From an optimization exercise on the open Yosys and OpenROAD flow, aimed at small area, a short achievable clock period and few clock cycles; shortcuts taken in it are not production practice.
No run shown here included a check of the RTL's function; only the layout flow was run.

==> flow/design.v <==
module dither_mono #(
    parameter W = 32
) (
    input  wire        clk,
    input  wire        rst,
    input  wire        in_valid,
    output wire        in_ready,
    input  wire [15:0] in_pixel,
    input  wire        in_sof,
    input  wire [7:0]  cfg_thr,
    input  wire        cfg_dither,
    output wire        out_valid,
    input  wire        out_ready,
    output wire [7:0]  out_byte
);
    function [5:0] q7_off(input [6:0] s);
        case (s)
        7'd0: q7_off = 6'd0;
        7'd1: q7_off = 6'd0;
        7'd2: q7_off = 6'd0;
        7'd3: q7_off = 6'd1;
        7'd4: q7_off = 6'd1;
        7'd5: q7_off = 6'd2;
        7'd6: q7_off = 6'd2;
        7'd7: q7_off = 6'd3;
        7'd8: q7_off = 6'd3;
        7'd9: q7_off = 6'd3;
        7'd10: q7_off = 6'd4;
        7'd11: q7_off = 6'd4;
        7'd12: q7_off = 6'd5;
        7'd13: q7_off = 6'd5;
        7'd14: q7_off = 6'd6;
        7'd15: q7_off = 6'd6;
        7'd16: q7_off = 6'd7;
        7'd17: q7_off = 6'd7;
        7'd18: q7_off = 6'd7;
        7'd19: q7_off = 6'd8;
        7'd20: q7_off = 6'd8;
        7'd21: q7_off = 6'd9;
        7'd22: q7_off = 6'd9;
        7'd23: q7_off = 6'd10;
        7'd24: q7_off = 6'd10;
        7'd25: q7_off = 6'd10;
        7'd26: q7_off = 6'd11;
        7'd27: q7_off = 6'd11;
        7'd28: q7_off = 6'd12;
        7'd29: q7_off = 6'd12;
        7'd30: q7_off = 6'd13;
        7'd31: q7_off = 6'd13;
        7'd32: q7_off = 6'd14;
        7'd33: q7_off = 6'd14;
        7'd34: q7_off = 6'd14;
        7'd35: q7_off = 6'd15;
        7'd36: q7_off = 6'd15;
        7'd37: q7_off = 6'd16;
        7'd38: q7_off = 6'd16;
        7'd39: q7_off = 6'd17;
        7'd40: q7_off = 6'd17;
        7'd41: q7_off = 6'd17;
        7'd42: q7_off = 6'd18;
        7'd43: q7_off = 6'd18;
        7'd44: q7_off = 6'd19;
        7'd45: q7_off = 6'd19;
        7'd46: q7_off = 6'd20;
        7'd47: q7_off = 6'd20;
        7'd48: q7_off = 6'd21;
        7'd49: q7_off = 6'd21;
        7'd50: q7_off = 6'd21;
        7'd51: q7_off = 6'd22;
        7'd52: q7_off = 6'd22;
        7'd53: q7_off = 6'd23;
        7'd54: q7_off = 6'd23;
        7'd55: q7_off = 6'd24;
        7'd56: q7_off = 6'd24;
        7'd57: q7_off = 6'd24;
        7'd58: q7_off = 6'd25;
        7'd59: q7_off = 6'd25;
        7'd60: q7_off = 6'd26;
        7'd61: q7_off = 6'd26;
        7'd62: q7_off = 6'd27;
        7'd63: q7_off = 6'd27;
        7'd64: q7_off = 6'd36;
        7'd65: q7_off = 6'd36;
        7'd66: q7_off = 6'd36;
        7'd67: q7_off = 6'd37;
        7'd68: q7_off = 6'd37;
        7'd69: q7_off = 6'd38;
        7'd70: q7_off = 6'd38;
        7'd71: q7_off = 6'd39;
        7'd72: q7_off = 6'd39;
        7'd73: q7_off = 6'd39;
        7'd74: q7_off = 6'd40;
        7'd75: q7_off = 6'd40;
        7'd76: q7_off = 6'd41;
        7'd77: q7_off = 6'd41;
        7'd78: q7_off = 6'd42;
        7'd79: q7_off = 6'd42;
        7'd80: q7_off = 6'd43;
        7'd81: q7_off = 6'd43;
        7'd82: q7_off = 6'd43;
        7'd83: q7_off = 6'd44;
        7'd84: q7_off = 6'd44;
        7'd85: q7_off = 6'd45;
        7'd86: q7_off = 6'd45;
        7'd87: q7_off = 6'd46;
        7'd88: q7_off = 6'd46;
        7'd89: q7_off = 6'd46;
        7'd90: q7_off = 6'd47;
        7'd91: q7_off = 6'd47;
        7'd92: q7_off = 6'd48;
        7'd93: q7_off = 6'd48;
        7'd94: q7_off = 6'd49;
        7'd95: q7_off = 6'd49;
        7'd96: q7_off = 6'd50;
        7'd97: q7_off = 6'd50;
        7'd98: q7_off = 6'd50;
        7'd99: q7_off = 6'd51;
        7'd100: q7_off = 6'd51;
        7'd101: q7_off = 6'd52;
        7'd102: q7_off = 6'd52;
        7'd103: q7_off = 6'd53;
        7'd104: q7_off = 6'd53;
        7'd105: q7_off = 6'd53;
        7'd106: q7_off = 6'd54;
        7'd107: q7_off = 6'd54;
        7'd108: q7_off = 6'd55;
        7'd109: q7_off = 6'd55;
        7'd110: q7_off = 6'd56;
        7'd111: q7_off = 6'd56;
        7'd112: q7_off = 6'd57;
        7'd113: q7_off = 6'd57;
        7'd114: q7_off = 6'd57;
        7'd115: q7_off = 6'd58;
        7'd116: q7_off = 6'd58;
        7'd117: q7_off = 6'd59;
        7'd118: q7_off = 6'd59;
        7'd119: q7_off = 6'd60;
        7'd120: q7_off = 6'd60;
        7'd121: q7_off = 6'd60;
        7'd122: q7_off = 6'd61;
        7'd123: q7_off = 6'd61;
        7'd124: q7_off = 6'd62;
        7'd125: q7_off = 6'd62;
        7'd126: q7_off = 6'd63;
        7'd127: q7_off = 6'd63;
        endcase
    endfunction
    function [5:0] q7_on(input [6:0] s);
        case (s)
        7'd0: q7_on = 6'd36;
        7'd1: q7_on = 6'd36;
        7'd2: q7_on = 6'd37;
        7'd3: q7_on = 6'd37;
        7'd4: q7_on = 6'd38;
        7'd5: q7_on = 6'd38;
        7'd6: q7_on = 6'd39;
        7'd7: q7_on = 6'd39;
        7'd8: q7_on = 6'd39;
        7'd9: q7_on = 6'd40;
        7'd10: q7_on = 6'd40;
        7'd11: q7_on = 6'd41;
        7'd12: q7_on = 6'd41;
        7'd13: q7_on = 6'd42;
        7'd14: q7_on = 6'd42;
        7'd15: q7_on = 6'd43;
        7'd16: q7_on = 6'd43;
        7'd17: q7_on = 6'd43;
        7'd18: q7_on = 6'd44;
        7'd19: q7_on = 6'd44;
        7'd20: q7_on = 6'd45;
        7'd21: q7_on = 6'd45;
        7'd22: q7_on = 6'd46;
        7'd23: q7_on = 6'd46;
        7'd24: q7_on = 6'd46;
        7'd25: q7_on = 6'd47;
        7'd26: q7_on = 6'd47;
        7'd27: q7_on = 6'd48;
        7'd28: q7_on = 6'd48;
        7'd29: q7_on = 6'd49;
        7'd30: q7_on = 6'd49;
        7'd31: q7_on = 6'd50;
        7'd32: q7_on = 6'd50;
        7'd33: q7_on = 6'd50;
        7'd34: q7_on = 6'd51;
        7'd35: q7_on = 6'd51;
        7'd36: q7_on = 6'd52;
        7'd37: q7_on = 6'd52;
        7'd38: q7_on = 6'd53;
        7'd39: q7_on = 6'd53;
        7'd40: q7_on = 6'd53;
        7'd41: q7_on = 6'd54;
        7'd42: q7_on = 6'd54;
        7'd43: q7_on = 6'd55;
        7'd44: q7_on = 6'd55;
        7'd45: q7_on = 6'd56;
        7'd46: q7_on = 6'd56;
        7'd47: q7_on = 6'd57;
        7'd48: q7_on = 6'd57;
        7'd49: q7_on = 6'd57;
        7'd50: q7_on = 6'd58;
        7'd51: q7_on = 6'd58;
        7'd52: q7_on = 6'd59;
        7'd53: q7_on = 6'd59;
        7'd54: q7_on = 6'd60;
        7'd55: q7_on = 6'd60;
        7'd56: q7_on = 6'd60;
        7'd57: q7_on = 6'd61;
        7'd58: q7_on = 6'd61;
        7'd59: q7_on = 6'd62;
        7'd60: q7_on = 6'd62;
        7'd61: q7_on = 6'd63;
        7'd62: q7_on = 6'd63;
        7'd63: q7_on = 6'd0;
        7'd64: q7_on = 6'd0;
        7'd65: q7_on = 6'd0;
        7'd66: q7_on = 6'd1;
        7'd67: q7_on = 6'd1;
        7'd68: q7_on = 6'd2;
        7'd69: q7_on = 6'd2;
        7'd70: q7_on = 6'd3;
        7'd71: q7_on = 6'd3;
        7'd72: q7_on = 6'd3;
        7'd73: q7_on = 6'd4;
        7'd74: q7_on = 6'd4;
        7'd75: q7_on = 6'd5;
        7'd76: q7_on = 6'd5;
        7'd77: q7_on = 6'd6;
        7'd78: q7_on = 6'd6;
        7'd79: q7_on = 6'd7;
        7'd80: q7_on = 6'd7;
        7'd81: q7_on = 6'd7;
        7'd82: q7_on = 6'd8;
        7'd83: q7_on = 6'd8;
        7'd84: q7_on = 6'd9;
        7'd85: q7_on = 6'd9;
        7'd86: q7_on = 6'd10;
        7'd87: q7_on = 6'd10;
        7'd88: q7_on = 6'd10;
        7'd89: q7_on = 6'd11;
        7'd90: q7_on = 6'd11;
        7'd91: q7_on = 6'd12;
        7'd92: q7_on = 6'd12;
        7'd93: q7_on = 6'd13;
        7'd94: q7_on = 6'd13;
        7'd95: q7_on = 6'd14;
        7'd96: q7_on = 6'd14;
        7'd97: q7_on = 6'd14;
        7'd98: q7_on = 6'd15;
        7'd99: q7_on = 6'd15;
        7'd100: q7_on = 6'd16;
        7'd101: q7_on = 6'd16;
        7'd102: q7_on = 6'd17;
        7'd103: q7_on = 6'd17;
        7'd104: q7_on = 6'd17;
        7'd105: q7_on = 6'd18;
        7'd106: q7_on = 6'd18;
        7'd107: q7_on = 6'd19;
        7'd108: q7_on = 6'd19;
        7'd109: q7_on = 6'd20;
        7'd110: q7_on = 6'd20;
        7'd111: q7_on = 6'd21;
        7'd112: q7_on = 6'd21;
        7'd113: q7_on = 6'd21;
        7'd114: q7_on = 6'd22;
        7'd115: q7_on = 6'd22;
        7'd116: q7_on = 6'd23;
        7'd117: q7_on = 6'd23;
        7'd118: q7_on = 6'd24;
        7'd119: q7_on = 6'd24;
        7'd120: q7_on = 6'd24;
        7'd121: q7_on = 6'd25;
        7'd122: q7_on = 6'd25;
        7'd123: q7_on = 6'd26;
        7'd124: q7_on = 6'd26;
        7'd125: q7_on = 6'd27;
        7'd126: q7_on = 6'd27;
        7'd127: q7_on = 6'd28;
        endcase
    endfunction
    function [5:0] q5_off(input [6:0] s);
        case (s)
        7'd0: q5_off = 6'd0;
        7'd1: q5_off = 6'd0;
        7'd2: q5_off = 6'd0;
        7'd3: q5_off = 6'd0;
        7'd4: q5_off = 6'd1;
        7'd5: q5_off = 6'd1;
        7'd6: q5_off = 6'd1;
        7'd7: q5_off = 6'd2;
        7'd8: q5_off = 6'd2;
        7'd9: q5_off = 6'd2;
        7'd10: q5_off = 6'd3;
        7'd11: q5_off = 6'd3;
        7'd12: q5_off = 6'd3;
        7'd13: q5_off = 6'd4;
        7'd14: q5_off = 6'd4;
        7'd15: q5_off = 6'd4;
        7'd16: q5_off = 6'd5;
        7'd17: q5_off = 6'd5;
        7'd18: q5_off = 6'd5;
        7'd19: q5_off = 6'd5;
        7'd20: q5_off = 6'd6;
        7'd21: q5_off = 6'd6;
        7'd22: q5_off = 6'd6;
        7'd23: q5_off = 6'd7;
        7'd24: q5_off = 6'd7;
        7'd25: q5_off = 6'd7;
        7'd26: q5_off = 6'd8;
        7'd27: q5_off = 6'd8;
        7'd28: q5_off = 6'd8;
        7'd29: q5_off = 6'd9;
        7'd30: q5_off = 6'd9;
        7'd31: q5_off = 6'd9;
        7'd32: q5_off = 6'd10;
        7'd33: q5_off = 6'd10;
        7'd34: q5_off = 6'd10;
        7'd35: q5_off = 6'd10;
        7'd36: q5_off = 6'd11;
        7'd37: q5_off = 6'd11;
        7'd38: q5_off = 6'd11;
        7'd39: q5_off = 6'd12;
        7'd40: q5_off = 6'd12;
        7'd41: q5_off = 6'd12;
        7'd42: q5_off = 6'd13;
        7'd43: q5_off = 6'd13;
        7'd44: q5_off = 6'd13;
        7'd45: q5_off = 6'd14;
        7'd46: q5_off = 6'd14;
        7'd47: q5_off = 6'd14;
        7'd48: q5_off = 6'd15;
        7'd49: q5_off = 6'd15;
        7'd50: q5_off = 6'd15;
        7'd51: q5_off = 6'd15;
        7'd52: q5_off = 6'd16;
        7'd53: q5_off = 6'd16;
        7'd54: q5_off = 6'd16;
        7'd55: q5_off = 6'd17;
        7'd56: q5_off = 6'd17;
        7'd57: q5_off = 6'd17;
        7'd58: q5_off = 6'd18;
        7'd59: q5_off = 6'd18;
        7'd60: q5_off = 6'd18;
        7'd61: q5_off = 6'd19;
        7'd62: q5_off = 6'd19;
        7'd63: q5_off = 6'd19;
        7'd64: q5_off = 6'd44;
        7'd65: q5_off = 6'd44;
        7'd66: q5_off = 6'd44;
        7'd67: q5_off = 6'd44;
        7'd68: q5_off = 6'd45;
        7'd69: q5_off = 6'd45;
        7'd70: q5_off = 6'd45;
        7'd71: q5_off = 6'd46;
        7'd72: q5_off = 6'd46;
        7'd73: q5_off = 6'd46;
        7'd74: q5_off = 6'd47;
        7'd75: q5_off = 6'd47;
        7'd76: q5_off = 6'd47;
        7'd77: q5_off = 6'd48;
        7'd78: q5_off = 6'd48;
        7'd79: q5_off = 6'd48;
        7'd80: q5_off = 6'd49;
        7'd81: q5_off = 6'd49;
        7'd82: q5_off = 6'd49;
        7'd83: q5_off = 6'd49;
        7'd84: q5_off = 6'd50;
        7'd85: q5_off = 6'd50;
        7'd86: q5_off = 6'd50;
        7'd87: q5_off = 6'd51;
        7'd88: q5_off = 6'd51;
        7'd89: q5_off = 6'd51;
        7'd90: q5_off = 6'd52;
        7'd91: q5_off = 6'd52;
        7'd92: q5_off = 6'd52;
        7'd93: q5_off = 6'd53;
        7'd94: q5_off = 6'd53;
        7'd95: q5_off = 6'd53;
        7'd96: q5_off = 6'd54;
        7'd97: q5_off = 6'd54;
        7'd98: q5_off = 6'd54;
        7'd99: q5_off = 6'd54;
        7'd100: q5_off = 6'd55;
        7'd101: q5_off = 6'd55;
        7'd102: q5_off = 6'd55;
        7'd103: q5_off = 6'd56;
        7'd104: q5_off = 6'd56;
        7'd105: q5_off = 6'd56;
        7'd106: q5_off = 6'd57;
        7'd107: q5_off = 6'd57;
        7'd108: q5_off = 6'd57;
        7'd109: q5_off = 6'd58;
        7'd110: q5_off = 6'd58;
        7'd111: q5_off = 6'd58;
        7'd112: q5_off = 6'd59;
        7'd113: q5_off = 6'd59;
        7'd114: q5_off = 6'd59;
        7'd115: q5_off = 6'd59;
        7'd116: q5_off = 6'd60;
        7'd117: q5_off = 6'd60;
        7'd118: q5_off = 6'd60;
        7'd119: q5_off = 6'd61;
        7'd120: q5_off = 6'd61;
        7'd121: q5_off = 6'd61;
        7'd122: q5_off = 6'd62;
        7'd123: q5_off = 6'd62;
        7'd124: q5_off = 6'd62;
        7'd125: q5_off = 6'd63;
        7'd126: q5_off = 6'd63;
        7'd127: q5_off = 6'd63;
        endcase
    endfunction
    function [5:0] q5_on(input [6:0] s);
        case (s)
        7'd0: q5_on = 6'd44;
        7'd1: q5_on = 6'd44;
        7'd2: q5_on = 6'd44;
        7'd3: q5_on = 6'd45;
        7'd4: q5_on = 6'd45;
        7'd5: q5_on = 6'd45;
        7'd6: q5_on = 6'd46;
        7'd7: q5_on = 6'd46;
        7'd8: q5_on = 6'd46;
        7'd9: q5_on = 6'd47;
        7'd10: q5_on = 6'd47;
        7'd11: q5_on = 6'd47;
        7'd12: q5_on = 6'd48;
        7'd13: q5_on = 6'd48;
        7'd14: q5_on = 6'd48;
        7'd15: q5_on = 6'd49;
        7'd16: q5_on = 6'd49;
        7'd17: q5_on = 6'd49;
        7'd18: q5_on = 6'd49;
        7'd19: q5_on = 6'd50;
        7'd20: q5_on = 6'd50;
        7'd21: q5_on = 6'd50;
        7'd22: q5_on = 6'd51;
        7'd23: q5_on = 6'd51;
        7'd24: q5_on = 6'd51;
        7'd25: q5_on = 6'd52;
        7'd26: q5_on = 6'd52;
        7'd27: q5_on = 6'd52;
        7'd28: q5_on = 6'd53;
        7'd29: q5_on = 6'd53;
        7'd30: q5_on = 6'd53;
        7'd31: q5_on = 6'd54;
        7'd32: q5_on = 6'd54;
        7'd33: q5_on = 6'd54;
        7'd34: q5_on = 6'd54;
        7'd35: q5_on = 6'd55;
        7'd36: q5_on = 6'd55;
        7'd37: q5_on = 6'd55;
        7'd38: q5_on = 6'd56;
        7'd39: q5_on = 6'd56;
        7'd40: q5_on = 6'd56;
        7'd41: q5_on = 6'd57;
        7'd42: q5_on = 6'd57;
        7'd43: q5_on = 6'd57;
        7'd44: q5_on = 6'd58;
        7'd45: q5_on = 6'd58;
        7'd46: q5_on = 6'd58;
        7'd47: q5_on = 6'd59;
        7'd48: q5_on = 6'd59;
        7'd49: q5_on = 6'd59;
        7'd50: q5_on = 6'd59;
        7'd51: q5_on = 6'd60;
        7'd52: q5_on = 6'd60;
        7'd53: q5_on = 6'd60;
        7'd54: q5_on = 6'd61;
        7'd55: q5_on = 6'd61;
        7'd56: q5_on = 6'd61;
        7'd57: q5_on = 6'd62;
        7'd58: q5_on = 6'd62;
        7'd59: q5_on = 6'd62;
        7'd60: q5_on = 6'd63;
        7'd61: q5_on = 6'd63;
        7'd62: q5_on = 6'd63;
        7'd63: q5_on = 6'd0;
        7'd64: q5_on = 6'd0;
        7'd65: q5_on = 6'd0;
        7'd66: q5_on = 6'd0;
        7'd67: q5_on = 6'd1;
        7'd68: q5_on = 6'd1;
        7'd69: q5_on = 6'd1;
        7'd70: q5_on = 6'd2;
        7'd71: q5_on = 6'd2;
        7'd72: q5_on = 6'd2;
        7'd73: q5_on = 6'd3;
        7'd74: q5_on = 6'd3;
        7'd75: q5_on = 6'd3;
        7'd76: q5_on = 6'd4;
        7'd77: q5_on = 6'd4;
        7'd78: q5_on = 6'd4;
        7'd79: q5_on = 6'd5;
        7'd80: q5_on = 6'd5;
        7'd81: q5_on = 6'd5;
        7'd82: q5_on = 6'd5;
        7'd83: q5_on = 6'd6;
        7'd84: q5_on = 6'd6;
        7'd85: q5_on = 6'd6;
        7'd86: q5_on = 6'd7;
        7'd87: q5_on = 6'd7;
        7'd88: q5_on = 6'd7;
        7'd89: q5_on = 6'd8;
        7'd90: q5_on = 6'd8;
        7'd91: q5_on = 6'd8;
        7'd92: q5_on = 6'd9;
        7'd93: q5_on = 6'd9;
        7'd94: q5_on = 6'd9;
        7'd95: q5_on = 6'd10;
        7'd96: q5_on = 6'd10;
        7'd97: q5_on = 6'd10;
        7'd98: q5_on = 6'd10;
        7'd99: q5_on = 6'd11;
        7'd100: q5_on = 6'd11;
        7'd101: q5_on = 6'd11;
        7'd102: q5_on = 6'd12;
        7'd103: q5_on = 6'd12;
        7'd104: q5_on = 6'd12;
        7'd105: q5_on = 6'd13;
        7'd106: q5_on = 6'd13;
        7'd107: q5_on = 6'd13;
        7'd108: q5_on = 6'd14;
        7'd109: q5_on = 6'd14;
        7'd110: q5_on = 6'd14;
        7'd111: q5_on = 6'd15;
        7'd112: q5_on = 6'd15;
        7'd113: q5_on = 6'd15;
        7'd114: q5_on = 6'd15;
        7'd115: q5_on = 6'd16;
        7'd116: q5_on = 6'd16;
        7'd117: q5_on = 6'd16;
        7'd118: q5_on = 6'd17;
        7'd119: q5_on = 6'd17;
        7'd120: q5_on = 6'd17;
        7'd121: q5_on = 6'd18;
        7'd122: q5_on = 6'd18;
        7'd123: q5_on = 6'd18;
        7'd124: q5_on = 6'd19;
        7'd125: q5_on = 6'd19;
        7'd126: q5_on = 6'd19;
        7'd127: q5_on = 6'd20;
        endcase
    endfunction
    function [4:0] q3_off(input [6:0] s);
        case (s)
        7'd0: q3_off = 5'd0;
        7'd1: q3_off = 5'd0;
        7'd2: q3_off = 5'd0;
        7'd3: q3_off = 5'd0;
        7'd4: q3_off = 5'd0;
        7'd5: q3_off = 5'd0;
        7'd6: q3_off = 5'd1;
        7'd7: q3_off = 5'd1;
        7'd8: q3_off = 5'd1;
        7'd9: q3_off = 5'd1;
        7'd10: q3_off = 5'd1;
        7'd11: q3_off = 5'd2;
        7'd12: q3_off = 5'd2;
        7'd13: q3_off = 5'd2;
        7'd14: q3_off = 5'd2;
        7'd15: q3_off = 5'd2;
        7'd16: q3_off = 5'd3;
        7'd17: q3_off = 5'd3;
        7'd18: q3_off = 5'd3;
        7'd19: q3_off = 5'd3;
        7'd20: q3_off = 5'd3;
        7'd21: q3_off = 5'd3;
        7'd22: q3_off = 5'd4;
        7'd23: q3_off = 5'd4;
        7'd24: q3_off = 5'd4;
        7'd25: q3_off = 5'd4;
        7'd26: q3_off = 5'd4;
        7'd27: q3_off = 5'd5;
        7'd28: q3_off = 5'd5;
        7'd29: q3_off = 5'd5;
        7'd30: q3_off = 5'd5;
        7'd31: q3_off = 5'd5;
        7'd32: q3_off = 5'd6;
        7'd33: q3_off = 5'd6;
        7'd34: q3_off = 5'd6;
        7'd35: q3_off = 5'd6;
        7'd36: q3_off = 5'd6;
        7'd37: q3_off = 5'd6;
        7'd38: q3_off = 5'd7;
        7'd39: q3_off = 5'd7;
        7'd40: q3_off = 5'd7;
        7'd41: q3_off = 5'd7;
        7'd42: q3_off = 5'd7;
        7'd43: q3_off = 5'd8;
        7'd44: q3_off = 5'd8;
        7'd45: q3_off = 5'd8;
        7'd46: q3_off = 5'd8;
        7'd47: q3_off = 5'd8;
        7'd48: q3_off = 5'd9;
        7'd49: q3_off = 5'd9;
        7'd50: q3_off = 5'd9;
        7'd51: q3_off = 5'd9;
        7'd52: q3_off = 5'd9;
        7'd53: q3_off = 5'd9;
        7'd54: q3_off = 5'd10;
        7'd55: q3_off = 5'd10;
        7'd56: q3_off = 5'd10;
        7'd57: q3_off = 5'd10;
        7'd58: q3_off = 5'd10;
        7'd59: q3_off = 5'd11;
        7'd60: q3_off = 5'd11;
        7'd61: q3_off = 5'd11;
        7'd62: q3_off = 5'd11;
        7'd63: q3_off = 5'd11;
        7'd64: q3_off = 5'd20;
        7'd65: q3_off = 5'd20;
        7'd66: q3_off = 5'd20;
        7'd67: q3_off = 5'd20;
        7'd68: q3_off = 5'd20;
        7'd69: q3_off = 5'd20;
        7'd70: q3_off = 5'd21;
        7'd71: q3_off = 5'd21;
        7'd72: q3_off = 5'd21;
        7'd73: q3_off = 5'd21;
        7'd74: q3_off = 5'd21;
        7'd75: q3_off = 5'd22;
        7'd76: q3_off = 5'd22;
        7'd77: q3_off = 5'd22;
        7'd78: q3_off = 5'd22;
        7'd79: q3_off = 5'd22;
        7'd80: q3_off = 5'd23;
        7'd81: q3_off = 5'd23;
        7'd82: q3_off = 5'd23;
        7'd83: q3_off = 5'd23;
        7'd84: q3_off = 5'd23;
        7'd85: q3_off = 5'd23;
        7'd86: q3_off = 5'd24;
        7'd87: q3_off = 5'd24;
        7'd88: q3_off = 5'd24;
        7'd89: q3_off = 5'd24;
        7'd90: q3_off = 5'd24;
        7'd91: q3_off = 5'd25;
        7'd92: q3_off = 5'd25;
        7'd93: q3_off = 5'd25;
        7'd94: q3_off = 5'd25;
        7'd95: q3_off = 5'd25;
        7'd96: q3_off = 5'd26;
        7'd97: q3_off = 5'd26;
        7'd98: q3_off = 5'd26;
        7'd99: q3_off = 5'd26;
        7'd100: q3_off = 5'd26;
        7'd101: q3_off = 5'd26;
        7'd102: q3_off = 5'd27;
        7'd103: q3_off = 5'd27;
        7'd104: q3_off = 5'd27;
        7'd105: q3_off = 5'd27;
        7'd106: q3_off = 5'd27;
        7'd107: q3_off = 5'd28;
        7'd108: q3_off = 5'd28;
        7'd109: q3_off = 5'd28;
        7'd110: q3_off = 5'd28;
        7'd111: q3_off = 5'd28;
        7'd112: q3_off = 5'd29;
        7'd113: q3_off = 5'd29;
        7'd114: q3_off = 5'd29;
        7'd115: q3_off = 5'd29;
        7'd116: q3_off = 5'd29;
        7'd117: q3_off = 5'd29;
        7'd118: q3_off = 5'd30;
        7'd119: q3_off = 5'd30;
        7'd120: q3_off = 5'd30;
        7'd121: q3_off = 5'd30;
        7'd122: q3_off = 5'd30;
        7'd123: q3_off = 5'd31;
        7'd124: q3_off = 5'd31;
        7'd125: q3_off = 5'd31;
        7'd126: q3_off = 5'd31;
        7'd127: q3_off = 5'd31;
        endcase
    endfunction
    function [4:0] q3_on(input [6:0] s);
        case (s)
        7'd0: q3_on = 5'd20;
        7'd1: q3_on = 5'd20;
        7'd2: q3_on = 5'd20;
        7'd3: q3_on = 5'd20;
        7'd4: q3_on = 5'd20;
        7'd5: q3_on = 5'd21;
        7'd6: q3_on = 5'd21;
        7'd7: q3_on = 5'd21;
        7'd8: q3_on = 5'd21;
        7'd9: q3_on = 5'd21;
        7'd10: q3_on = 5'd22;
        7'd11: q3_on = 5'd22;
        7'd12: q3_on = 5'd22;
        7'd13: q3_on = 5'd22;
        7'd14: q3_on = 5'd22;
        7'd15: q3_on = 5'd23;
        7'd16: q3_on = 5'd23;
        7'd17: q3_on = 5'd23;
        7'd18: q3_on = 5'd23;
        7'd19: q3_on = 5'd23;
        7'd20: q3_on = 5'd23;
        7'd21: q3_on = 5'd24;
        7'd22: q3_on = 5'd24;
        7'd23: q3_on = 5'd24;
        7'd24: q3_on = 5'd24;
        7'd25: q3_on = 5'd24;
        7'd26: q3_on = 5'd25;
        7'd27: q3_on = 5'd25;
        7'd28: q3_on = 5'd25;
        7'd29: q3_on = 5'd25;
        7'd30: q3_on = 5'd25;
        7'd31: q3_on = 5'd26;
        7'd32: q3_on = 5'd26;
        7'd33: q3_on = 5'd26;
        7'd34: q3_on = 5'd26;
        7'd35: q3_on = 5'd26;
        7'd36: q3_on = 5'd26;
        7'd37: q3_on = 5'd27;
        7'd38: q3_on = 5'd27;
        7'd39: q3_on = 5'd27;
        7'd40: q3_on = 5'd27;
        7'd41: q3_on = 5'd27;
        7'd42: q3_on = 5'd28;
        7'd43: q3_on = 5'd28;
        7'd44: q3_on = 5'd28;
        7'd45: q3_on = 5'd28;
        7'd46: q3_on = 5'd28;
        7'd47: q3_on = 5'd29;
        7'd48: q3_on = 5'd29;
        7'd49: q3_on = 5'd29;
        7'd50: q3_on = 5'd29;
        7'd51: q3_on = 5'd29;
        7'd52: q3_on = 5'd29;
        7'd53: q3_on = 5'd30;
        7'd54: q3_on = 5'd30;
        7'd55: q3_on = 5'd30;
        7'd56: q3_on = 5'd30;
        7'd57: q3_on = 5'd30;
        7'd58: q3_on = 5'd31;
        7'd59: q3_on = 5'd31;
        7'd60: q3_on = 5'd31;
        7'd61: q3_on = 5'd31;
        7'd62: q3_on = 5'd31;
        7'd63: q3_on = 5'd0;
        7'd64: q3_on = 5'd0;
        7'd65: q3_on = 5'd0;
        7'd66: q3_on = 5'd0;
        7'd67: q3_on = 5'd0;
        7'd68: q3_on = 5'd0;
        7'd69: q3_on = 5'd1;
        7'd70: q3_on = 5'd1;
        7'd71: q3_on = 5'd1;
        7'd72: q3_on = 5'd1;
        7'd73: q3_on = 5'd1;
        7'd74: q3_on = 5'd2;
        7'd75: q3_on = 5'd2;
        7'd76: q3_on = 5'd2;
        7'd77: q3_on = 5'd2;
        7'd78: q3_on = 5'd2;
        7'd79: q3_on = 5'd3;
        7'd80: q3_on = 5'd3;
        7'd81: q3_on = 5'd3;
        7'd82: q3_on = 5'd3;
        7'd83: q3_on = 5'd3;
        7'd84: q3_on = 5'd3;
        7'd85: q3_on = 5'd4;
        7'd86: q3_on = 5'd4;
        7'd87: q3_on = 5'd4;
        7'd88: q3_on = 5'd4;
        7'd89: q3_on = 5'd4;
        7'd90: q3_on = 5'd5;
        7'd91: q3_on = 5'd5;
        7'd92: q3_on = 5'd5;
        7'd93: q3_on = 5'd5;
        7'd94: q3_on = 5'd5;
        7'd95: q3_on = 5'd6;
        7'd96: q3_on = 5'd6;
        7'd97: q3_on = 5'd6;
        7'd98: q3_on = 5'd6;
        7'd99: q3_on = 5'd6;
        7'd100: q3_on = 5'd6;
        7'd101: q3_on = 5'd7;
        7'd102: q3_on = 5'd7;
        7'd103: q3_on = 5'd7;
        7'd104: q3_on = 5'd7;
        7'd105: q3_on = 5'd7;
        7'd106: q3_on = 5'd8;
        7'd107: q3_on = 5'd8;
        7'd108: q3_on = 5'd8;
        7'd109: q3_on = 5'd8;
        7'd110: q3_on = 5'd8;
        7'd111: q3_on = 5'd9;
        7'd112: q3_on = 5'd9;
        7'd113: q3_on = 5'd9;
        7'd114: q3_on = 5'd9;
        7'd115: q3_on = 5'd9;
        7'd116: q3_on = 5'd9;
        7'd117: q3_on = 5'd10;
        7'd118: q3_on = 5'd10;
        7'd119: q3_on = 5'd10;
        7'd120: q3_on = 5'd10;
        7'd121: q3_on = 5'd10;
        7'd122: q3_on = 5'd11;
        7'd123: q3_on = 5'd11;
        7'd124: q3_on = 5'd11;
        7'd125: q3_on = 5'd11;
        7'd126: q3_on = 5'd11;
        7'd127: q3_on = 5'd12;
        endcase
    endfunction
    function [3:0] q1_off(input [6:0] s);
        case (s)
        7'd0: q1_off = 4'd0;
        7'd1: q1_off = 4'd1;
        7'd2: q1_off = 4'd2;
        7'd3: q1_off = 4'd2;
        7'd4: q1_off = 4'd2;
        7'd5: q1_off = 4'd2;
        7'd6: q1_off = 4'd2;
        7'd7: q1_off = 4'd1;
        7'd8: q1_off = 4'd2;
        7'd9: q1_off = 4'd3;
        7'd10: q1_off = 4'd2;
        7'd11: q1_off = 4'd2;
        7'd12: q1_off = 4'd2;
        7'd13: q1_off = 4'd2;
        7'd14: q1_off = 4'd2;
        7'd15: q1_off = 4'd3;
        7'd16: q1_off = 4'd1;
        7'd17: q1_off = 4'd2;
        7'd18: q1_off = 4'd3;
        7'd19: q1_off = 4'd3;
        7'd20: q1_off = 4'd3;
        7'd21: q1_off = 4'd3;
        7'd22: q1_off = 4'd3;
        7'd23: q1_off = 4'd2;
        7'd24: q1_off = 4'd3;
        7'd25: q1_off = 4'd4;
        7'd26: q1_off = 4'd3;
        7'd27: q1_off = 4'd3;
        7'd28: q1_off = 4'd3;
        7'd29: q1_off = 4'd3;
        7'd30: q1_off = 4'd3;
        7'd31: q1_off = 4'd4;
        7'd32: q1_off = 4'd2;
        7'd33: q1_off = 4'd3;
        7'd34: q1_off = 4'd4;
        7'd35: q1_off = 4'd4;
        7'd36: q1_off = 4'd4;
        7'd37: q1_off = 4'd4;
        7'd38: q1_off = 4'd4;
        7'd39: q1_off = 4'd3;
        7'd40: q1_off = 4'd4;
        7'd41: q1_off = 4'd5;
        7'd42: q1_off = 4'd4;
        7'd43: q1_off = 4'd4;
        7'd44: q1_off = 4'd4;
        7'd45: q1_off = 4'd4;
        7'd46: q1_off = 4'd4;
        7'd47: q1_off = 4'd5;
        7'd48: q1_off = 4'd3;
        7'd49: q1_off = 4'd4;
        7'd50: q1_off = 4'd5;
        7'd51: q1_off = 4'd5;
        7'd52: q1_off = 4'd5;
        7'd53: q1_off = 4'd5;
        7'd54: q1_off = 4'd5;
        7'd55: q1_off = 4'd4;
        7'd56: q1_off = 4'd5;
        7'd57: q1_off = 4'd6;
        7'd58: q1_off = 4'd5;
        7'd59: q1_off = 4'd5;
        7'd60: q1_off = 4'd5;
        7'd61: q1_off = 4'd5;
        7'd62: q1_off = 4'd5;
        7'd63: q1_off = 4'd6;
        7'd64: q1_off = 4'd12;
        7'd65: q1_off = 4'd13;
        7'd66: q1_off = 4'd14;
        7'd67: q1_off = 4'd14;
        7'd68: q1_off = 4'd14;
        7'd69: q1_off = 4'd14;
        7'd70: q1_off = 4'd14;
        7'd71: q1_off = 4'd13;
        7'd72: q1_off = 4'd14;
        7'd73: q1_off = 4'd15;
        7'd74: q1_off = 4'd14;
        7'd75: q1_off = 4'd14;
        7'd76: q1_off = 4'd14;
        7'd77: q1_off = 4'd14;
        7'd78: q1_off = 4'd14;
        7'd79: q1_off = 4'd15;
        7'd80: q1_off = 4'd13;
        7'd81: q1_off = 4'd14;
        7'd82: q1_off = 4'd15;
        7'd83: q1_off = 4'd15;
        7'd84: q1_off = 4'd15;
        7'd85: q1_off = 4'd15;
        7'd86: q1_off = 4'd15;
        7'd87: q1_off = 4'd14;
        7'd88: q1_off = 4'd15;
        7'd89: q1_off = 4'd0;
        7'd90: q1_off = 4'd15;
        7'd91: q1_off = 4'd15;
        7'd92: q1_off = 4'd15;
        7'd93: q1_off = 4'd15;
        7'd94: q1_off = 4'd15;
        7'd95: q1_off = 4'd0;
        7'd96: q1_off = 4'd14;
        7'd97: q1_off = 4'd15;
        7'd98: q1_off = 4'd0;
        7'd99: q1_off = 4'd0;
        7'd100: q1_off = 4'd0;
        7'd101: q1_off = 4'd0;
        7'd102: q1_off = 4'd0;
        7'd103: q1_off = 4'd15;
        7'd104: q1_off = 4'd0;
        7'd105: q1_off = 4'd1;
        7'd106: q1_off = 4'd0;
        7'd107: q1_off = 4'd0;
        7'd108: q1_off = 4'd0;
        7'd109: q1_off = 4'd0;
        7'd110: q1_off = 4'd0;
        7'd111: q1_off = 4'd1;
        7'd112: q1_off = 4'd15;
        7'd113: q1_off = 4'd0;
        7'd114: q1_off = 4'd1;
        7'd115: q1_off = 4'd1;
        7'd116: q1_off = 4'd1;
        7'd117: q1_off = 4'd1;
        7'd118: q1_off = 4'd1;
        7'd119: q1_off = 4'd0;
        7'd120: q1_off = 4'd1;
        7'd121: q1_off = 4'd2;
        7'd122: q1_off = 4'd1;
        7'd123: q1_off = 4'd1;
        7'd124: q1_off = 4'd1;
        7'd125: q1_off = 4'd1;
        7'd126: q1_off = 4'd1;
        7'd127: q1_off = 4'd2;
        endcase
    endfunction
    function [3:0] q1_on(input [6:0] s);
        case (s)
        7'd0: q1_on = 4'd13;
        7'd1: q1_on = 4'd14;
        7'd2: q1_on = 4'd14;
        7'd3: q1_on = 4'd14;
        7'd4: q1_on = 4'd14;
        7'd5: q1_on = 4'd14;
        7'd6: q1_on = 4'd13;
        7'd7: q1_on = 4'd14;
        7'd8: q1_on = 4'd15;
        7'd9: q1_on = 4'd14;
        7'd10: q1_on = 4'd14;
        7'd11: q1_on = 4'd14;
        7'd12: q1_on = 4'd14;
        7'd13: q1_on = 4'd14;
        7'd14: q1_on = 4'd15;
        7'd15: q1_on = 4'd13;
        7'd16: q1_on = 4'd14;
        7'd17: q1_on = 4'd15;
        7'd18: q1_on = 4'd15;
        7'd19: q1_on = 4'd15;
        7'd20: q1_on = 4'd15;
        7'd21: q1_on = 4'd15;
        7'd22: q1_on = 4'd14;
        7'd23: q1_on = 4'd15;
        7'd24: q1_on = 4'd0;
        7'd25: q1_on = 4'd15;
        7'd26: q1_on = 4'd15;
        7'd27: q1_on = 4'd15;
        7'd28: q1_on = 4'd15;
        7'd29: q1_on = 4'd15;
        7'd30: q1_on = 4'd0;
        7'd31: q1_on = 4'd14;
        7'd32: q1_on = 4'd15;
        7'd33: q1_on = 4'd0;
        7'd34: q1_on = 4'd0;
        7'd35: q1_on = 4'd0;
        7'd36: q1_on = 4'd0;
        7'd37: q1_on = 4'd0;
        7'd38: q1_on = 4'd15;
        7'd39: q1_on = 4'd0;
        7'd40: q1_on = 4'd1;
        7'd41: q1_on = 4'd0;
        7'd42: q1_on = 4'd0;
        7'd43: q1_on = 4'd0;
        7'd44: q1_on = 4'd0;
        7'd45: q1_on = 4'd0;
        7'd46: q1_on = 4'd1;
        7'd47: q1_on = 4'd15;
        7'd48: q1_on = 4'd0;
        7'd49: q1_on = 4'd1;
        7'd50: q1_on = 4'd1;
        7'd51: q1_on = 4'd1;
        7'd52: q1_on = 4'd1;
        7'd53: q1_on = 4'd1;
        7'd54: q1_on = 4'd0;
        7'd55: q1_on = 4'd1;
        7'd56: q1_on = 4'd2;
        7'd57: q1_on = 4'd1;
        7'd58: q1_on = 4'd1;
        7'd59: q1_on = 4'd1;
        7'd60: q1_on = 4'd1;
        7'd61: q1_on = 4'd1;
        7'd62: q1_on = 4'd2;
        7'd63: q1_on = 4'd0;
        7'd64: q1_on = 4'd1;
        7'd65: q1_on = 4'd2;
        7'd66: q1_on = 4'd2;
        7'd67: q1_on = 4'd2;
        7'd68: q1_on = 4'd2;
        7'd69: q1_on = 4'd2;
        7'd70: q1_on = 4'd1;
        7'd71: q1_on = 4'd2;
        7'd72: q1_on = 4'd3;
        7'd73: q1_on = 4'd2;
        7'd74: q1_on = 4'd2;
        7'd75: q1_on = 4'd2;
        7'd76: q1_on = 4'd2;
        7'd77: q1_on = 4'd2;
        7'd78: q1_on = 4'd3;
        7'd79: q1_on = 4'd1;
        7'd80: q1_on = 4'd2;
        7'd81: q1_on = 4'd3;
        7'd82: q1_on = 4'd3;
        7'd83: q1_on = 4'd3;
        7'd84: q1_on = 4'd3;
        7'd85: q1_on = 4'd3;
        7'd86: q1_on = 4'd2;
        7'd87: q1_on = 4'd3;
        7'd88: q1_on = 4'd4;
        7'd89: q1_on = 4'd3;
        7'd90: q1_on = 4'd3;
        7'd91: q1_on = 4'd3;
        7'd92: q1_on = 4'd3;
        7'd93: q1_on = 4'd3;
        7'd94: q1_on = 4'd4;
        7'd95: q1_on = 4'd2;
        7'd96: q1_on = 4'd3;
        7'd97: q1_on = 4'd4;
        7'd98: q1_on = 4'd4;
        7'd99: q1_on = 4'd4;
        7'd100: q1_on = 4'd4;
        7'd101: q1_on = 4'd4;
        7'd102: q1_on = 4'd3;
        7'd103: q1_on = 4'd4;
        7'd104: q1_on = 4'd5;
        7'd105: q1_on = 4'd4;
        7'd106: q1_on = 4'd4;
        7'd107: q1_on = 4'd4;
        7'd108: q1_on = 4'd4;
        7'd109: q1_on = 4'd4;
        7'd110: q1_on = 4'd5;
        7'd111: q1_on = 4'd3;
        7'd112: q1_on = 4'd4;
        7'd113: q1_on = 4'd5;
        7'd114: q1_on = 4'd5;
        7'd115: q1_on = 4'd5;
        7'd116: q1_on = 4'd5;
        7'd117: q1_on = 4'd5;
        7'd118: q1_on = 4'd4;
        7'd119: q1_on = 4'd5;
        7'd120: q1_on = 4'd6;
        7'd121: q1_on = 4'd5;
        7'd122: q1_on = 4'd5;
        7'd123: q1_on = 4'd5;
        7'd124: q1_on = 4'd5;
        7'd125: q1_on = 4'd5;
        7'd126: q1_on = 4'd6;
        7'd127: q1_on = 4'd4;
        endcase
    endfunction
    function [7:0] ks8(input [7:0] a, input [7:0] b);
        reg [7:0] p, g, pp, gg;
        integer   i, d;
        begin
            p  = a ^ b;
            g  = a & b;
            pp = p;
            gg = g;
            for (d = 1; d < 8; d = d * 2)
                for (i = 7; i >= d; i = i - 1) begin
                    gg[i] = gg[i] | (pp[i] & gg[i-d]);
                    pp[i] = pp[i] & pp[i-d];
                end
            ks8 = p ^ {gg[6:0], 1'b0};
        end
    endfunction
    function gtu8(input [7:0] a, input [7:0] b);
        reg     g, e;
        integer i;
        begin
            g = 1'b0;
            e = 1'b1;
            for (i = 7; i >= 0; i = i - 1) begin
                g = g | (e & a[i] & ~b[i]);
                e = e & (a[i] | ~b[i]) & (~a[i] | b[i]);
            end
            gtu8 = g;
        end
    endfunction
    function [5:0] intensity(input [15:0] p);
        reg [5:0] a, b, c;
        reg       ab, cb, ac;
        begin
            a  = {p[4:0], 1'b0};
            b  = p[10:5];
            c  = {p[15:11], 1'b0};
            ab = gtu8({2'b00, a}, {2'b00, b});
            cb = gtu8({2'b00, c}, {2'b00, b});
            ac = gtu8({3'b000, p[4:0]}, {3'b000, p[15:11]});
            if (ac)
                intensity = ab ? a : b;
            else
                intensity = cb ? c : b;
        end
    endfunction
    wire       f_go, x_go;
    wire       pb_wr;
    wire       fr_valid_n, x_sure_n;
    wire              a_we;
    wire [4:0]        a_wpos;
    wire signed [6:0] a_wdata;
    reg        in_ready_r;
    reg        iv;
    reg [15:0] ipix;
    reg        isof, idith;
    reg [5:0]  ithr;
    wire acc_in = in_valid & in_ready_r;
    assign in_ready = in_ready_r;
    always @(posedge clk) begin
        if (~iv | pb_wr) begin
            ipix  <= in_pixel;
            isof  <= in_sof;
            ithr  <= cfg_thr[7:2];
            idith <= cfg_dither;
        end
    end
    reg [5:0]  pb [0:31];
    reg [5:0]  cnt;           
    reg [5:0]  cr;            
    reg [4:0]  wx;            
    reg        w_wdir;        
    reg        w_rdir;        
    reg        w_odd, w_first, w_dith;
    reg [5:0]  w_t6;
    reg [4:0]  rk;            
    assign     pb_wr    = iv & (~cnt[5] | f_go);
    wire       w_new    = (wx == 5'd0);
    wire       wdir_eff = w_new ? w_rdir : w_wdir;
    wire [4:0] wp       = wx ^ {5{wdir_eff}};
    wire       iv_n     = acc_in | (iv & ~pb_wr);
    wire       w_row    = pb_wr & w_new;
    wire       w_odd_n  = w_row ? (~isof & ~w_odd) : w_odd;
    wire       w_first_n = w_row ? isof : w_first;
    wire       w_dith_n = (w_row & isof) ? idith : w_dith;
    wire [5:0] w_t6_n   = (w_row & isof) ? ithr : w_t6;
    wire       w_rdir_n = (w_row & ~isof) ? (w_rdir ^ ~w_odd) : w_rdir;
    wire [5:0] cnt_n    = cnt + {5'd0, pb_wr} - {5'd0, f_go};
    wire       full_n   = (cnt[5] & (pb_wr | ~f_go)) | ((cnt == 6'd31) & pb_wr & ~f_go);
    wire       f_sure_n = ~fr_valid_n | x_sure_n;
    always @(posedge clk) begin
        if (pb_wr)
            pb[wp] <= intensity(ipix);
    end
    always @(posedge clk) begin
        if (rst) begin
            in_ready_r <= 1'b1;
            iv         <= 1'b0;
            cnt        <= 6'd0;
            cr         <= 6'd0;
            wx         <= 5'd0;
            w_rdir     <= 1'b0;
            w_wdir     <= 1'b0;
            w_odd      <= 1'b1;
        end else begin
            in_ready_r <= ~iv_n | ~full_n | f_sure_n;
            iv         <= iv_n;
            cnt        <= cnt_n;
            cr         <= cr + {5'd0, pb_wr} - {(f_go & (rk == 5'd31)), 5'd0};
            if (pb_wr)
                wx <= wx + 5'd1;
            if (w_row)
                w_wdir <= w_rdir;
            w_odd   <= w_odd_n;
            w_first <= w_first_n;
            w_dith  <= w_dith_n;
            w_t6    <= w_t6_n;
            w_rdir  <= w_rdir_n;
        end
    end
    reg        rs;            
    reg        r_odd, r_zero, r_dith, r_rdir;
    reg [5:0]  r_t6;
    reg [4:0]  rp_r, fx_r;    
    wire       rs_n   = f_go ? (rk == 5'd31) : rs;
    wire       avail  = r_odd ? cr[5] : (cnt != 6'd0);
    reg               fr_valid;
    reg [6:0]         fr_b0;      
    reg signed [7:0]  fr_t;       
    reg               fr_dith, fr_odd, fr_last, fr_rs;
    reg [4:0]         fr_x;
    reg signed [6:0]  el [0:31];   
    reg signed [5:0]  accA;        
    reg signed [3:0]  accB;        
    wire signed [5:0] accA_n;
    wire signed [3:0] accB_n;
    wire [5:0]        v     = pb[rp_r];
    wire signed [6:0] tv    = ~ks8({2'b11, ~r_t6}, {2'b00, v});    
    wire              caseA = fr_valid;
    wire signed [6:0] err0  = caseA ? {{3{accB_n[3]}}, accB_n} : {accA_n[5], accA_n};
    wire signed [6:0] errl  = (a_we && a_wpos == fx_r) ? a_wdata : el[fx_r];
    wire signed [6:0] err   = r_zero ? 7'sd0 : (rs ? err0 : errl);
    wire signed [7:0] base  = ks8({2'b00, v}, {err[6], err});
    assign f_go       = avail & (~fr_valid | x_go);
    assign fr_valid_n = f_go | (fr_valid & ~x_go);
    always @(posedge clk) begin
        if (rst) begin
            rk       <= 5'd0;
            rs       <= 1'b1;
            fr_valid <= 1'b0;
        end else begin
            if (f_go)
                rk <= rk + 5'd1;
            rs <= rs_n;
            if (rs_n) begin
                r_odd  <= w_odd_n;
                r_zero <= w_first_n | ~w_dith_n;
                r_dith <= w_dith_n;
                r_rdir <= w_rdir_n;
                r_t6   <= w_t6_n;
                rp_r   <= {5{w_rdir_n}};
                fx_r   <= {5{w_odd_n}};
            end else if (f_go) begin
                rp_r <= r_rdir ? rp_r - 5'd1 : rp_r + 5'd1;
                fx_r <= r_odd  ? fx_r - 5'd1 : fx_r + 5'd1;
            end
            fr_valid <= fr_valid_n;
        end
        if (f_go) begin
            fr_b0   <= base[6:0];
            fr_t    <= ~ks8(~{tv[6], tv}, {err[6], err});    
            fr_dith <= r_dith;
            fr_odd  <= r_odd;
            fr_last <= (rk == 5'd31);
            fr_rs   <= rs;
            fr_x    <= fx_r;
        end
    end
    reg signed [5:0]  carry;
    wire [7:0]        s0w  = ks8({1'b0, fr_b0}, {{2{carry[5]}}, carry});
    wire [6:0]        s0   = s0w[6:0];
    wire              on   = gtu8({~carry[5], {2{carry[5]}}, carry[4:0]}, {~fr_t[7], fr_t[6:0]});
    wire [5:0]        q7   = on ? q7_on(s0) : q7_off(s0);
    wire [5:0]        q5   = on ? q5_on(s0) : q5_off(s0);
    wire              sel_q5 = avail & ~r_zero;
    reg  [31:0] dec;
    reg  [3:0]  pend;
    reg  [1:0]  nb;
    reg         ov;
    reg  [7:0]  ob;
    reg         pxg_r;        
    reg         nbx_r;        
    wire        cap       = ~ov & pend[nb];
    wire [1:0]  xg        = fr_x[4:3];
    wire        dec_block = pxg_r & (ov | ~nbx_r);
    wire        bdone     = fr_odd ? (fr_x[2:0] == 3'd0) : (fr_x[2:0] == 3'd7);
    wire [3:0]  pend_n    = (pend & ~(cap ? (4'd1 << nb) : 4'd0))
                          | ((x_go & bdone) ? (4'd1 << xg) : 4'd0);
    wire [1:0]  xg_n      = f_go ? fx_r[4:3] : xg;
    assign x_go = fr_valid & ~dec_block;
    assign x_sure_n = ~pend_n[xg_n] | (~(cap | ov) & (nb + {1'b0, cap} == xg_n));
    reg               er_valid, er_rs;
    reg [4:0]         er_wpos;
    reg signed [4:0]  er_q3;
    reg signed [5:0]  er_q5;
    reg signed [3:0]  er_q1;
    always @(posedge clk) begin
        if (rst) begin
            carry    <= 6'sd0;
            er_valid <= 1'b0;
            pend     <= 4'd0;
            pxg_r    <= 1'b0;
            nbx_r    <= 1'b0;
            nb       <= 2'd0;
            ov       <= 1'b0;
        end else begin
            if (x_go) begin
                if (fr_last | ~fr_dith)
                    carry <= (fr_last & sel_q5) ? q5 : 6'sd0;
                else
                    carry <= q7;
            end
            er_valid <= x_go;
            pend <= pend_n;
            pxg_r <= pend_n[xg_n];
            nbx_r <= (nb + {1'b0, cap} == xg_n);
            if (cap)
                nb <= nb + 2'd1;
            ov <= cap | (ov & ~out_ready);
        end
        if (x_go) begin
            dec[fr_x] <= on;
            er_rs     <= fr_rs;
            er_wpos   <= fr_odd ? fr_x + 5'd1 : fr_x - 5'd1;
            er_q3     <= on ? q3_on(s0) : q3_off(s0);
            er_q5     <= q5;
            er_q1     <= on ? q1_on(s0) : q1_off(s0);
        end
        if (cap)
            ob <= dec[nb*8 +: 8];
    end
    assign out_valid = ov;
    assign out_byte  = ob;
    assign a_we    = er_valid & ~er_rs;
    assign a_wpos  = er_wpos;
    wire [7:0] a_sum3 = ks8({{2{accA[5]}}, accA}, {{3{er_q3[4]}}, er_q3});
    wire [7:0] a_sum5 = ks8({{4{accB[3]}}, accB}, {{2{er_q5[5]}}, er_q5});
    assign a_wdata = a_sum3[6:0];
    assign accA_n  = er_valid ? (er_rs ? er_q5 : a_sum5[5:0]) : accA;
    assign accB_n  = er_valid ? er_q1 : accB;
    always @(posedge clk) begin
        accA <= accA_n;
        accB <= accB_n;
        if (a_we)
            el[a_wpos] <= a_wdata;
    end
endmodule
==> flow/flow/run.sh <==
#!/bin/bash
# The standard layout, with every port buffered by a buf_4 instead of the
# default port buffer, and timing repair aiming for more setup slack than
# the clock period needs.
set -euo pipefail
export BUFFER_PORTS_ARGS="-buffer_cell sky130_fd_sc_hd__buf_4"
export SETUP_SLACK_MARGIN=9.3
bash standard.sh finish > flow_make.log 2>&1
==> flow/standard.sh <==
#!/bin/bash
# synth_recipe.tcl (not shown) runs the flow's synth.tcl, then flattens the netlist and writes it again
# the make line also repeats each setting of config.mk as NAME=value (left out here)
make -C /OpenROAD-flow-scripts/flow DESIGN_CONFIG=/design/flow/config.mk WORK_HOME=/design/flow/orfs CLKGATE_MAP_FILE= SYNTH_SCRIPT=/design/flow/synth_recipe.tcl "${@:-finish}"
==> flow/config.mk <==
export PLATFORM = sky130hd
export DESIGN_NAME = dither_mono
export DESIGN_NICKNAME = dither_mono
export VERILOG_FILES = /design/flow/design.v
export SDC_FILE = /design/flow/constraint.sdc
export NUM_CORES = 4
export LEC_CHECK = 0
export CAP_MARGIN = 20
export CORE_MARGIN = 2
export CORE_UTILIZATION = 60
export CTS_CLUSTER_DIAMETER = 60
export CTS_CLUSTER_SIZE = 25
export PLACE_DENSITY = 0.7
export SLEW_MARGIN = 20
==> flow/constraint.sdc <==
create_clock -name core_clock -period 13.0 [get_ports {clk}]
set_input_delay 2.6000 -clock core_clock [delete_from_list [all_inputs] [get_ports {clk}]]
set_output_delay 2.6000 -clock core_clock [all_outputs]
set_load 0.01 [all_outputs]
==> results.cfg, run 1 <==
[floorplanning]
die_y_um = 222
io_pins = 40
die_x_um = 222
die-area_mm2 = 0.0491
rows = 79
start_util_pct = 60.9
core_mm2 = 0.0467

[min_path]
hold_end = er_rs
min_from = fr_rs
hold_depth = 0
hp-class = reg2reg

[timing]
relSlewSlack_pct = 25.7
tns_ns = 0
clock_skew_ns = 0.0395
worst_pin_slew_ns = 1.11
fin_crit_sh_pct = 31.1
holdWs_ns = 0.423
fmax_ghz = 0.247
rsz0062_at_grt = yes
slew_violations = 0
hold_viol = 0
setup_viol = 0
period_needed_ns = 4.04

[synth]
synthCells = 1913
yosysSeqAreaShare_pct = 63.0
ys_ff_latch = 617
synth-edff-count = 552
yosysTopAreaCell = edfxtp_1
synth.top_cell.area_share_pct = 58.4
yosysUniqueCellTypes = 82
synthTopCellsByArea = edfxtp_1 58%, mux4_2 11%, dfxtp_1 4.6%
synthesis.area_mm2 = 0.0284
ys_warn_count = 1
syn-num-nets = 2039
syn_avg_cell_area_um2 = 14.8
synthArstFlopShare_pct = 0
ys.flop_type = edfxtp_1

[final_layout]
synthToLayoutAreaGrowth_pct = 12.0
drive_above_1_share_pct = 22.2
nFillCells = 3145
finalInstanceArea_mm2 = 0.0318
multiInputGateArea_mm2 = 0.0100
diodes = 0
final-seq-area_mm2 = 0.0179
stdcell_count = 2618
nNetsFinal = 2106

[setup_path]
worst-setup-path-type = reg2reg
cp-end-kind = flop
crit_chain = buf_8 -> mux4_2 -> mux4_2 -> mux2_4 -> ha_4 -> inv_2 -> fa_1 -> inv_1 -> ha_1 -> a21o_1 -> a21oi_2 -> nor2b_1 -> o21a_1 -> nor2_1 -> xor2_1
crit_slowest_cell = mux4_2
r2r_setup_slack_ns = 8.96
arrival_ns = 4.39
r2r_cells = 15
worstPathRequired_ns = 13.35
cp_max_fo = 48
worst_setup_path_start_kind = flop
r2r_end = fr_t[5]
critPathMaxStageDelay_ns = 0.51
crit_top_cell = mux4_2

[routing]
drtIter0Drc = 1631
vias = 16500
viasPerCell = 6.30
wl_per_cell_um = 23.0
first_pass_iters = 5
ant_nets = 0
wl_mm = 60.3
remaining_drc_errors = 0

[placement]
place_hpwl_mm = 38.0
portBuffers = 37
placed_cells = 2484
place.gp.congestion = 0.866
dpl-instance-area_mm2 = 0.0294

[global_route]
grt_pass1_wl_mm = 92.6
antenna_found_initial = 0
grt_max_degree = 61
grt_pass1_vias = 16100
track_usage_pct = 24.6
overflow = 0

[clock_tree]
cts_tree = yes
cts.path.max_buffers = 3
clk_latency_ns = 0.61
cts_hold_buf = 0
cts_root_buffer = clkbuf_16
htreeDepth = 2
cts_buffers = 42
cts.sinks = 617
clkTransAtPathRegs_ns = 0.09

[job]
cap_violations = 0

[outcome]
outcome = no timing/DRC/antenna violations
## cell usage in the layout (no fill, tap or decap), types with 8 or more instances in the layout
cell type	count
xor2_1	26
xnor2_1	43
nor3_1	24
o21ai_0	48
a21oi_2	9
a21o_1	21
clkbuf_16	45
o22ai_1	12
nand3_1	25
mux2_2	25
o211ai_1	8
a21oi_1	102
nor2b_1	20
edfxtp_1	552
mux4_2	140
a31oi_1	23
o21bai_1	12
nor2_1	159
buf_16	8
a22o_1	15
mux2i_1	16
a211oi_1	8
inv_1	88
dfxtp_1	59
a22oi_1	12
nand2_1	84
ha_1	78
buf_4	92
buf_6	12
and2_1	12
## kinds of logic (layout without fill, tap and decap cells)
| group | Yosys count | in the layout | synth area share (%) |
|---|---|---|---|
| simple gates | 391 | 391 | 6.40 |
| compound gates | 340 | 340 | 7.79 |
| mux | 190 | 190 | 13.0 |
| fa+ha+maj | 101 | 101 | 4.68 |
| buf+inv | 197 | 295 | 2.75 |
| xor+xnor | 77 | 77 | 2.38 |
| flops | 617 | 617 | 63.0 |
## cell type report
type / instances / share of cell area, %
flip-flops and latches: 617 / 56.3
multi-input cells: 1099 / 31.5
repair buffers: 123 / 3.94
clock buffers: 50 / 3.56
well taps: 607 / 2.39
inverters: 96 / 1.15
clock inverters: 25 / 1.14
repair inverters: 1 / 0.0157
## cell usage after synthesis (21+ instances only)
library cell and count:
nand3_1 26, inv_1 94, clkbuf_1 59, mux2_2 30
a21oi_1 110, ha_1 86, o21ai_0 51, mux4_2 140
buf_2 22, a21o_1 21, nor2_1 162, xor2_1 27
dfxtp_1 65, a31oi_1 28, nand2_1 85, nor3_1 25
edfxtp_1 552, xnor2_1 50
## layer usage
metal | GRT usage, % | vias to the layer above | routed length, um
li1 | - | 7525 | -
met1 | 36.4 | 8313 | 25800
met2 | 38.5 | 564 | 28700
met3 | 3.91 | 90 | 4110
met4 | 7.39 | 0 | 1680
met5 | 0 | - | 0
## metrics by stage
step | worst slack, ns | utilization (%)
after floorplan | 9.21 | -
after global placement | 8.15 | 62.9
after global routing | 8.87 | 68.2
final | 8.96 | 68.2
after detailed placement | 8.16 | 62.9
after CTS | 8.97 | 67.7
## state kept, by name, indices dropped and copies added (netlist names), 5 cells and up, named ones only
name     cells
cnt          6
er_q5        6
ithr         6
rp_r         5
el         224
rk           5
pb         192
dec         32
ob           8
er_wpos      5
ipix        16
wx           5
fr_t         8
fr_b0        7
cr           6
accA         6
r_t6         6
fx_r         5
w_t6         6
carry        6
fr_x         5
## worst max-delay path by stage
stage,end,slack [ns],cells after the start
global placement,fr_t[7],8.15,14
finish,fr_t[5],8.96,15
CTS,fr_t[7],8.97,15
global route,fr_t[5],8.87,15
detailed placement,fr_t[7],8.16,14
floorplan,fr_t[7],9.21,16
## what timing repair did
| item | CTS | global route |
|---|---|---|
| resized for setup | 52 | 25 |
| gates cloned | 8 | 1 |
| setup buffers | 35 | 14 |
| endpoints found under the setup margin | 35 | 42 |
| endpoints found under the hold margin | 0 | 0 |
| pin swaps | 28 | 9 |
## worst max-delay path: cells and delay by family (launching register included)
kind / cells / cell delay, ns
mux: 3 / 1.25
fa+ha+maj: 3 / 0.81
compound gates: 3 / 0.52
buf+inv: 3 / 0.47
flops: 1 / 0.35
simple gates: 2 / 0.22
xor+xnor: 1 / 0.10
==> run 2, diff against run 1 <==
--- a/flow/design.v
+++ b/flow/design.v
@@ -1196,6 +1196,6 @@
     wire       avail  = r_odd ? cr[5] : (cnt != 6'd0);
     reg               fr_valid;
-    reg [6:0]         fr_b0;      
-    reg signed [7:0]  fr_t;       
+    reg signed [7:0]  fr_b;       
+    reg [5:0]         fr_t6;
     reg               fr_dith, fr_odd, fr_last, fr_rs;
     reg [4:0]         fr_x;
@@ -1206,5 +1206,4 @@
     wire signed [3:0] accB_n;
     wire [5:0]        v     = pb[rp_r];
-    wire signed [6:0] tv    = ~ks8({2'b11, ~r_t6}, {2'b00, v});    
     wire              caseA = fr_valid;
     wire signed [6:0] err0  = caseA ? {{3{accB_n[3]}}, accB_n} : {accA_n[5], accA_n};
@@ -1238,6 +1237,6 @@
         end
         if (f_go) begin
-            fr_b0   <= base[6:0];
-            fr_t    <= ~ks8(~{tv[6], tv}, {err[6], err});    
+            fr_b    <= base;
+            fr_t6   <= r_t6;
             fr_dith <= r_dith;
             fr_odd  <= r_odd;
@@ -1248,5 +1247,6 @@
     end
     reg signed [5:0]  carry;
-    wire [7:0]        s0w  = ks8({1'b0, fr_b0}, {{2{carry[5]}}, carry});
+    wire [7:0]        s0w  = ks8({1'b0, fr_b[6:0]}, {{2{carry[5]}}, carry});
+    wire [7:0]        fr_t = ~ks8({2'b11, ~fr_t6}, fr_b);
     wire [6:0]        s0   = s0w[6:0];
     wire              on   = gtu8({~carry[5], {2{carry[5]}}, carry[4:0]}, {~fr_t[7], fr_t[6:0]});
==> results.cfg, run 2 <==
[final_layout]
stdcell_count = 2626
drive_above_1_share_pct = 24.7
synthToLayoutAreaGrowth_pct = 13.8
diodes = 0
nFillCells = 3122
reg.largest.list = el (224), pb (192), dec (32)
layout_commonest_cell = edfxtp_1
largest_reg_flops = 224
final_cell_mix = 551 x edfxtp_1, 175 x nor2_1, 139 x mux4_2
nNetsFinal = 2108
regMostFlops = el

[timing]
fmax_ghz = 0.257
slew_violations = 0
clock_skew_ns = 0.0195
period_needed_ns = 3.89
worst_pin_slew_ns = 1.07
hold_viol = 0
rsz0062_at_grt = yes
tns_ns = 0
fin_crit_sh_pct = 29.9
setup_viol = 0
relSlewSlack_pct = 28.7

[synth]
yosysTopAreaCell = edfxtp_1
ys.flop_type = edfxtp_1
synth.top_cell.area_share_pct = 58.5
syn-num-nets = 2026
synthCells = 1907
synth_most_common_cell = edfxtp_1
synthTopCellsByCount = 551 x edfxtp_1, 181 x nor2_1, 139 x mux4_2
ys_ff_latch = 616
syn_avg_cell_area_um2 = 14.8
synthTopCellsByArea = edfxtp_1 59%, mux4_2 11%, dfxtp_1 4.6%
synthArstFlopShare_pct = 0
synthesis.area_mm2 = 0.0283
synth-edff-count = 551
ys_warn_count = 1
yosysSeqAreaShare_pct = 63.1
yosysUniqueCellTypes = 79

[outcome]
outcome = no timing/DRC/antenna violations

[setup_path]
arrival_ns = 4.40
worst_setup_path_start_kind = flop
worst-setup-path-type = reg2reg
cp_max_fo = 6
worstPathRequired_ns = 13.50
cp-end-kind = flop

[floorplanning]
start_util_pct = 60.7
die-area_mm2 = 0.0489
die_x_um = 221
die_y_um = 221
io_pins = 40
rows = 79
core_mm2 = 0.0466

[routing]
ant_nets = 0
wl_mm = 62.8
vias = 16700
first_pass_iters = 6
drtIter0Drc = 1771
wl_per_cell_um = 23.9
remaining_drc_errors = 0
viasPerCell = 6.36

[global_route]
grt_pass1_vias = 16500
grt_max_degree = 57
grt_pass1_wl_mm = 95.7
track_usage_pct = 25.5
antenna_found_initial = 0
overflow = 0

[clock_tree]
cts.sinks = 616
cts_tree = yes
cts_buffers = 39
cts_hold_buf = 0
cts_root_buffer = clkbuf_16
htreeDepth = 2
cts.path.max_buffers = 3
clkTransAtPathRegs_ns = 0.09
clk_latency_ns = 0.59

[placement]
portBuffers = 37
place.gp.congestion = 0.912
placed_cells = 2488
place_hpwl_mm = 38.5

[min_path]
hp-class = reg2reg

[job]
cap_violations = 0
run 2: cell types whose count changed after synthesis, sizes merged, moves of 10 or more:
cell / change
o21ai: +37
a21oi: -20
nor2: +18
a22o: -14
a211oi: +11
mux2i: +10
run 2: path summary, 6_finish.rpt:
kind                   end  slack, ns  cells past startpoint     from
setup / recovery  carry[2]       9.11                     18  fr_b[2]
setup reg to reg  carry[2]       9.11                     18  fr_b[2]
hold reg to reg   fr_t6[4]       0.42                      0  r_t6[4]
hold / removal    fr_t6[4]       0.42                      0  r_t6[4]
run 2: cell type report:
type                            count  area (um2)  area share, %
Sequential cell                   616       17900           55.5
Clock inverter                     26         288          0.895
Inverter                           91         349           1.09
Timing Repair Buffer              129        1320           4.10
Clock buffer                       45        1040           3.24
Multi-Input combinational cell   1112       10500           32.8
Tap cell                          607         759           2.36
run 2: per-layer routing:
metal	vias up	track usage (%)	wire length [um]
met3	102	5.68	5020
li1	7568	-	-
met5	-	0	0
met1	8338	35.5	25500
met4	0	7.12	1630
met2	690	41.0	30700
run 2: per-stage QoR:
step	util (%)	worst slack [ns]	hold slack, ns	instance area, um2
floorplan	-	8.96	0.400	28300
global placement	62.8	8.22	0.404	29200
detailed placement	62.8	8.23	0.407	29300
CTS	67.7	9.07	0.419	31500
global route	69.1	8.99	0.420	32200
finish	69.1	9.11	0.419	32200
run 2: cells by family after synthesis:
family                     count (synthesis)  share of synthesized area, %
xor gates and xnor gates                  68                          2.16
AOI/OAI and AO/OA                        365                          8.29
buffers and inverters                    181                          2.53
adders and majority gates                 95                          4.39
DFF                                      616                          63.1
and+or+nand+nor                          383                          6.14
muxes                                    199                          13.3
run 2: worst max-delay path: stages (launching register included):
cell	delay, ns
edfxtp_1	0.46
ha_4	0.33
o21ai_2	0.07
o21bai_1	0.20
a21oi_2	0.09
buf_4	0.13
buf_4	0.12
buf_4	0.12
buf_4	0.12
buf_4	0.12
buf_4	0.12
buf_4	0.13
xnor2_2	0.17
a2111oi_4	0.40
or2_4	0.25
buf_12	0.16
mux2i_4	0.30
mux2_4	0.32
a31oi_1	0.19
run 2: repair_timing:
item | CTS | global route
buffers inserted | 46 | 14
setup endpoints to repair | 156 | 198
pin swaps | 29 | 41
gates cloned | 6 | 1
resized for setup | 99 | 104

-- separate check: timing with driven ports --
In the flow no input, the clock included, has a driving cell. The finished layouts below were timed again as built, in two steps.
Step 1 assumes that a clkbuf_16 drives the clock port and a buf_2 every other input.
Step 2 moves the port delays by t, midway between the first and last clock arrival at a register: inputs arrive t later, outputs are due t later. That takes back most of the time a late clock gives input paths.
Three values: ideal ports, drivers, drivers and shift; two values: the first two.
| run | shift t [ns] | slack for setup (ns) | worst register clock-pin slew, ns | cell pins on the clock port's net |
|---|---|---|---|---|
| run 1 | 0.647 | 8.956 / 8.956 / 8.956 | 0.10 / 0.10 | 1 |
| run 2 | 0.643 | 9.109 / 9.109 / 8.742 | 0.10 / 0.10 | 1 |
After both steps setup and hold are still met in every run listed. For run 2, which loses most, drivers alone change the setup slack by 0.000 ns; drivers and shift together by -0.367 ns.
